From an optimization exercise on the open Yosys and OpenROAD flow, aimed at small area, a short achievable clock period and few clock cycles; shortcuts taken in it are not production practice. Function was checked by simulation only, so behaviour that the tests miss may differ from the original.

### config.mk
export PLATFORM = sky130hd
export DESIGN_NAME = radix_converter
export DESIGN_NICKNAME = radix_converter
export VERILOG_FILES = /design/flow/design.v
export SDC_FILE = /design/flow/constraint.sdc
export NUM_CORES = 4
export LEC_CHECK = 0
export CAP_MARGIN = 20
export CORE_MARGIN = 2
export CORE_UTILIZATION = 40
export SLEW_MARGIN = 20
### constraint.sdc
create_clock -name core_clock -period 40.0 [get_ports {clk}]
set_input_delay 8.0000 -clock core_clock [delete_from_list [all_inputs] [get_ports {clk}]]
set_output_delay 8.0000 -clock core_clock [all_outputs]
set_load 0.01 [all_outputs]
### design.v
module radix_converter (
    input  wire       clk,
    input  wire       rst,         
    input  wire       in_we,
    input  wire [5:0] in_addr,
    input  wire [7:0] in_wdata,
    input  wire       start,
    input  wire [6:0] in_len,
    input  wire [8:0] src_base,
    input  wire [8:0] dst_base,
    output reg        busy,
    output reg        done,
    output reg        err,
    output reg  [7:0] errcode,
    output reg  [6:0] out_len,
    input  wire [5:0] out_addr,
    output wire [7:0] out_rdata
);
    localparam P  = 4;             
    localparam LP = 2;             
    localparam [7:0] ERR_BASE     = 8'h02;
    localparam [7:0] ERR_DIGIT    = 8'h03;
    localparam [7:0] ERR_CAPACITY = 8'h07;
    reg [7:0] in_mem [0:63];       
    reg [7:0] mem    [0:63];       
    always @(posedge clk) begin
        if (in_we)
            in_mem[in_addr] <= in_wdata;
    end
    reg [8:0] a;                   
    reg [8:0] b;                   
    reg [5:0] olm1;                
    reg [9:0] e_num;               
    reg [6:0] e_den;
    reg [5:0] e_q;
    reg [2:0] e_cnt;
    wire      e_rdy = (e_cnt == 3'd0);
    wire [12:0] e_sub = {6'd0, e_den} << (e_cnt - 3'd1);
    function [3:0] msb_pos;        
        input [8:0] v;
        integer i;
        begin
            msb_pos = 4'd0;
            for (i = 1; i < 9; i = i + 1)
                if (v[i]) msb_pos = i[3:0];
        end
    endfunction
    wire [3:0] ea  = msb_pos(src_base);
    wire [3:0] eb  = msb_pos(dst_base);
    wire [11:0] sa = {src_base, 3'b000} >> ea;   
    wire [11:0] sb = {dst_base, 3'b000} >> eb;
    wire [2:0] ma  = sa[2:0];
    wire [2:0] mb  = sb[2:0];
    wire [8:0] low_mask = (ea > 4'd3) ? ((9'd1 << (ea - 4'd3)) - 9'd1) : 9'd0;
    wire       sticky   = ((src_base & low_mask) != 9'd0);
    wire [3:0] mas = {1'b0, ma} + {3'b0, sticky};
    wire [3:0] tab = (mas == 4'd0) ? 4'd0 : (mas == 4'd8) ? 4'd8 : mas + 4'd1;
    wire [6:0] la8 = {ea[2:0], 3'b000} + {3'b0, tab} + (ea[3] ? 7'd64 : 7'd0);
    wire [6:0] lb8 = {eb[2:0], mb} + (eb[3] ? 7'd64 : 7'd0);
    reg        rd_on;              
    reg [7:0]  rj;                 
    reg [7:0]  s_prev;             
    reg [6:0]  len_done;           
    reg [4:0]  gleft;              
    reg [7:0] dptr;           
    reg [7:0]  din;                
    reg        ovf;                
    wire [7:0] s_need  = {1'b0, len_done} + {2'b0, e_q};
    wire       rd_last = rd_on && (rj >= P + 1) && e_rdy && ({rj} + 8'd1 >= s_need);
    wire       rd_fin  = rd_last && (gleft == 5'd1);
    reg [7:0] tx [0:P];
    reg       tv [0:P];
    reg       tf [0:P];            
    reg       tl [0:P];            
    reg       tz [0:P];            
    reg [7:0] pc [0:P-1];          
    wire [5:0] rd_idx = busy ? rj[5:0] : (olm1 - out_addr);
    wire [7:0] rd_val = mem[rd_idx];
    assign out_rdata  = rd_val;
    wire       dreal  = !dptr[7];
    wire [7:0] dval   = in_mem[dptr[5:0]];
    wire [1:0] pad    = (~in_len[1:0]) + 2'd1;   
    wire       dbad   = rd_on && (rj < P) && dreal && (a[8] == 1'b0) && (dval >= a[7:0]);
    reg  [7:0] jw;
    reg  [7:0] len_acc;
    wire [7:0] jw_cur  = tf[P] ? 8'd0 : jw + 8'd1;
    wire       w_nz    = (tx[P] != 8'd0);
    wire [7:0] len_cur = w_nz ? jw_cur + 8'd1 : (tf[P] ? 8'd0 : len_acc);
    wire       ovf_cur = ovf || (tv[P] && w_nz && jw_cur[7:6] != 2'b00);
    genvar k;
    generate
        for (k = 0; k < P; k = k + 1) begin : pe
            wire [7:0]  dsel = tf[k] ? din : 8'd0;
            wire [16:0] t    = tx[k] * a + {9'd0, dsel} + {9'd0, pc[k]};
            wire [16:0] s [0:8];
            wire [7:0]  q;
            assign s[8] = t;
            genvar i;
            for (i = 7; i >= 0; i = i - 1) begin : st
                wire [9:0]  hi = s[i+1][i+9:i];
                wire [10:0] d  = {1'b0, hi} - {2'b0, b};
                assign q[i] = ~d[10];
                if (i > 0) begin : m
                    assign s[i] = d[10] ? s[i+1] : {{(7-i){1'b0}}, d[9:0], s[i+1][i-1:0]};
                end else begin : m
                    assign s[i] = d[10] ? s[i+1] : {7'd0, d[9:0]};
                end
            end
            always @(posedge clk) begin
                pc[k]    <= tv[k] ? q : 8'd0;
                tx[k+1]  <= s[0][7:0];
            end
        end
    endgenerate
    integer m;
    always @(posedge clk) begin
        for (m = 0; m < P; m = m + 1) begin
            tf[m+1] <= tf[m];
            tl[m+1] <= tl[m];
            tz[m+1] <= tz[m];
        end
    end
    always @(posedge clk) begin
        if (rst) begin
            busy    <= 1'b0;
            done    <= 1'b0;
            err     <= 1'b0;
            errcode <= 8'h00;
            out_len <= 7'd0;
            olm1    <= 6'd0;
            rd_on   <= 1'b0;
            for (m = 0; m <= P; m = m + 1)
                tv[m] <= 1'b0;
        end else begin
            for (m = 0; m < P; m = m + 1)
                tv[m+1] <= tv[m];
            tv[0] <= rd_on;
            if (!busy) begin
                if (start) begin
                    done    <= 1'b0;
                    err     <= 1'b0;
                    errcode <= 8'h00;
                    out_len <= 7'd0;
                    if (in_len > 7'd64) begin
                        done    <= 1'b1;
                        err     <= 1'b1;
                        errcode <= ERR_CAPACITY;
                    end else if (src_base < 9'd2 || src_base > 9'd256 ||
                                 dst_base < 9'd2 || dst_base > 9'd256) begin
                        done    <= 1'b1;
                        err     <= 1'b1;
                        errcode <= ERR_BASE;
                    end else begin
                        busy  <= 1'b1;
                        rd_on <= 1'b1;
                    end
                end
            end else if (dbad) begin
                busy    <= 1'b0;
                done    <= 1'b1;
                err     <= 1'b1;
                errcode <= ERR_DIGIT;
                rd_on   <= 1'b0;
                for (m = 0; m <= P; m = m + 1)
                    tv[m] <= 1'b0;
            end else begin
                if (rd_fin)
                    rd_on <= 1'b0;
                if (tv[P] && tz[P]) begin
                    busy <= 1'b0;
                    done <= 1'b1;
                    if (ovf_cur) begin
                        err     <= 1'b1;
                        errcode <= ERR_CAPACITY;
                    end else begin
                        out_len <= (len_cur == 8'd0) ? 7'd1 : len_cur[6:0];
                        olm1    <= (len_cur == 8'd0) ? 6'd0 : len_cur[5:0] - 6'd1;
                    end
                end
            end
        end
    end
    always @(posedge clk) begin
        if (!busy) begin
            a        <= src_base;
            b        <= dst_base;
            rj       <= 8'd0;
            s_prev   <= 8'd0;
            len_done <= 7'd0;
            gleft    <= (in_len == 7'd0) ? 5'd1 : ((in_len + 7'd3) >> LP);
            dptr     <= (in_len == 7'd0) ? 8'hfc : (8'd0 - {6'd0, pad});
            ovf      <= 1'b0;
            e_num    <= ({3'b0, la8} << LP) + {3'b0, lb8} - 10'd1;
            e_den    <= lb8;
            e_q      <= 6'd0;
            e_cnt    <= 3'd6;
        end else begin
            if (!e_rdy) begin
                if ({3'b0, e_num} >= e_sub) begin
                    e_num <= e_num - e_sub[9:0];
                    e_q   <= e_q | (6'd1 << (e_cnt - 3'd1));
                end
                e_cnt <= e_cnt - 3'd1;
            end
            if (rd_last) begin
                rj     <= 8'd0;
                s_prev <= rj + 8'd1;
                gleft  <= gleft - 5'd1;
            end else begin
                rj <= rj + 8'd1;
            end
            if (rd_on && rj < P) begin
                din  <= dreal ? dval : 8'd0;
                dptr <= dptr + 8'd1;
            end
            if (tv[P]) begin
                jw      <= jw_cur;
                len_acc <= len_cur;
                ovf     <= ovf_cur;
                if (tl[P])
                    len_done <= ovf_cur ? 7'd64 : len_cur[6:0];
            end
        end
        tx[0] <= (rd_on && rj < s_prev && rj < 8'd64) ? rd_val : 8'd0;
        tf[0] <= (rj == 8'd0);
        tl[0] <= rd_last;
        tz[0] <= rd_fin;
    end
    always @(posedge clk) begin
        if (busy && tv[P] && jw_cur[7:6] == 2'b00)
            mem[jw_cur[5:0]] <= tx[P];
    end
endmodule
### run.sh
#!/bin/bash
# synth_recipe.tcl (not shown) runs the flow's synth.tcl, then flattens the netlist and writes it again
# the make line also repeats each setting of config.mk as NAME=value (left out here)
make -C /OpenROAD-flow-scripts/flow DESIGN_CONFIG=/design/flow/config.mk WORK_HOME=/design/flow/orfs CLKGATE_MAP_FILE= SYNTH_SCRIPT=/design/flow/synth_recipe.tcl finish
==> results by group <==
Outcome
  – Run status: finished clean

CTS
  – Number of buffers inserted by hold repair at cts: 0
  – Setup Buffers After CTS: 0
  – Later-pin clock latency in the skew report: 800 ps
  – Number of gates given a new drive strength after cts: 0
  – CTS sink cnt: 1245
  – Number of buffers created by CTS: 136
  – Maximum level of the CTS H-tree: 4
  – Clock tree from TritonCTS: done
  – Clk buf depth: 3
  – CTS root buf: clkbuf_16
  – Clock transition at path regs: 60 ps

Critical path
  – Worst R2R Setup Slack: 14560 ps
  – Most numerous cell on the critical path: a21o_1
  – Slowest-stage cell, CP: o22ai_1
  – Startpoint type of the worst setup path: register
  – Peak fanout along the critical path: 33
  – Worst endpoint required time: 40620 ps
  – Delay of the slowest cell on the worst path: 770 ps
  – Arr. time, crit path: 26060 ps
  – Worst setup path class: register to register
  – Type of destination of the critical path: register

Detailed routing
  – Drt pass-1 iters: 6
  – Final routed wire length divided by cell count: 20.7 um
  – Residual DRC: 0
  – Drt first-iter violations: 3806
  – Remaining antenna violation count: 0
  – Via/cell ratio: 5.46
  – DRT Wirelength: 191000 um
  – Total via count in the routed design: 50500

GRT
  – Global route overflow: 0
  – Via count of the first global-routing pass: 51100
  – Antenna violations before repair: 9
  – GR Util All Layers: 19.4%
  – Maximum number of pins on one net before global-route repair: 179
  – First-pass GRT wire length: 299000 um

Logic synthesis
  – Synth cell types: 122
  – Top_reg_cell synth: edfxtp_1
  – Mean area per synthesized cell: 11.8 sq um
  – Most numerous cell types in the synthesized netlist: 1095 x edfxtp_1, 706 x nand2_1, 575 x ha_1, 518 x inv_1, 395 x nor2_1
  – Fraction of synthesized cell area taken by the top area cell type: 42.6%
  – Largest area contributor in the netlist: edfxtp_1
  – Adder-cell share of the synthesized area: 16.0%
  – Proportion of synthesized flip-flops having asynchronous set or reset: 0%
  – Largest cells by area after synthesis: edfxtp_1 43%, ha_1 9.3%, fa_1 6.6%
  – Post-synthesis mux area share: 9.05%
  – Synthesized netlist cell count: 6560
  – Sequential area share after synthesis: 46.5%
  – Most frequent cell after synthesis: edfxtp_1
  – Synth warn: 7
  – Simple-Gate Fraction of Synth Area: 12.0%
  – Cell area after technology mapping: 0.0772 sq mm
  – Synthesized-area fraction occupied by xor and xnor cells: 3.41%
  – Number of synthesized flops with an enable pin: 1095
  – FF+latch count, synth: 1245
  – Post-synthesis compound-gate area fraction: 9.32%
  – Combinational family with the most area after synthesis: adder cells

Hold path
  – Tightest Hold Check Type: register to register

Finish
  – P&R area growth vs syn: 10.3%
  – Final non-filler cell total: 9236
  – Fraction of final layout cells sized beyond drive strength 1: 10.3%
  – NumNets Final: 7481

Place
  – Dpl hpwl: 130000 um
  – Placed Cells: 8988
  – Count of input and output buffers: 69
  – Final weighted congestion in routability-driven placement: 0.848

STA
  – Final Cycle Share: 63.6%
  – Rel. slew slack: 29.5%
  – Fmax achieved: 39.3 MHz
  – Number of max-slew violations in the final report: 0
  – Unrepaired setup endpoints after global routing: false
  – Post-layout min period: 25440 ps
  – Worst clock skew on the final layout: 44.1 ps
  – Number of failing setup endpoints in the final timing report: 0
  – Final hold violations: 0
  – Worst Max-Slew Pin Slew: 1050 ps
  – Final TNS setup: 0 ps

Die
  – Core box area: 0.192 sq mm
  – Rows: 161
  – Die Y-Extent: 443 um
  – Initial Utilization: 40.2%
  – Number of top-level design ports: 75
  – DIE AREA: 0.196 sq mm
  – Overall die width: 443 um

Run
  – Max-capacitance violation count: 0
[state kept, by name, indices dropped and copies added (netlist names), 7 cells and up, named ones only]
signal / flops
a: 9
b: 9
din: 8
dptr: 8
e_num: 10
in_mem: 512
jw: 8
len_acc: 8
len_done: 7
mem: 512
out_len: 7
pc: 32
rj: 8
s_prev: 8
tx: 40
[cells by family (layout without fill, tap and decap cells)]
kind of cell	Yosys count	count (layout)
compound gates	1068	1068
simple gates	1935	1935
flops	1245	1245
buf+inv	756	900
fa+ha+maj	831	831
xor+xnor	300	300
other cells	1	7
mux	424	424
[final timing paths]
check,endpoint,depth (start not counted),from
hold reg to reg,tl[4],0,tl[3]
setup reg to reg,tx[1][3],110,a[6]
hold / removal,tl[4],0,tl[3]
setup / recovery,tx[1][3],110,a[6]
[critical path, delay by kind of cell (launching register included)]
kind            cells  cell delay [ps]
buf+inv             9              880
xor+xnor            1              110
flops               1              320
compound gates     59            11940
fa+ha+maj          14             5760
mux                 5             1540
simple gates       22             4680
[layer usage]
metal / up-vias / global-route usage (%) / share of wire (%)
met2: 1176 / 33.2 / 49
met1: 25200 / 25.6 / 43
li1: 23800 / - / -
met4: 4 / 5.63 / 2.8
met3: 267 / 2.56 / 5.1
met5: - / 0 / 0.022
[layout by cell type (no fill, tap or decap), drive strengths merged, types with 69 or more instances in the layout]
master     n
o21ai    210
a21o     145
fa       256
xor2     125
buf       76
a21oi    264
and3      71
dfxtp    150
mux2i     88
mux4     200
nand3    159
nor2     396
nor2b     99
mux2     136
clkbuf   183
a31oi     69
inv      527
edfxtp  1095
nand2    708
a311oi    69
ha       575
and2     252
nand2b    69
xnor2    175
[final cells by class]
type	count	area, sq um
diodes	2	5.00
well taps	2526	3160
repair buffers	137	1200
multi-input cells	4563	38500
inverters	518	1940
fillers	17700	107000
flip-flops and latches	1245	35900
clock buffers	183	3700
clock inverters	62	742
[stage by stage]
| stage | utilization [%] | instance area [sq um] | setup WS, ps | hold slack [ps] |
|---|---|---|---|---|
| floorplan | - | 77200 | 17540 | 310 |
| global placement | 42.0 | 80600 | 15180 | 311 |
| detailed placement | 42.0 | 80600 | 14700 | 312 |
| CTS | 44.3 | 85100 | 14610 | 322 |
| global route | 44.3 | 85100 | 12440 | 330 |
| finish | 44.3 | 85100 | 14560 | 324 |
Testbench counts, summed over its fixed seeds: cycles 40,081.

-- separate check: timing with driven ports --
In the flow no input, the clock included, has a driving cell. The finished layout below was timed again as built, in two steps.
Step 1 sets driving cells, clkbuf_16 on the clock port and buf_2 on the other inputs (assumed; they add their load-dependent delay and slew).
Step 2 adds t to the input delays and takes it off the output delays; t is the mean of the earliest and latest rising clock arrival at the registers after step 1. Input paths then give back, and output paths get back, about the clock's delay inside the block.
Three values: ideal, step 1, step 2; two values: the first two.
shift t [ns]: 0.864
setup slack, ns: 14.563 / 14.563 / 14.563
clock arrival spread, ns: 0.044 / 0.044
worst slew at a driven data input, ns: 0.13
cell pins on the clock port's net: 1
After both steps setup and hold are still met in this run. The setup slack of this run moves by 0.000 ns with the drivers and by 0.000 ns with both steps.
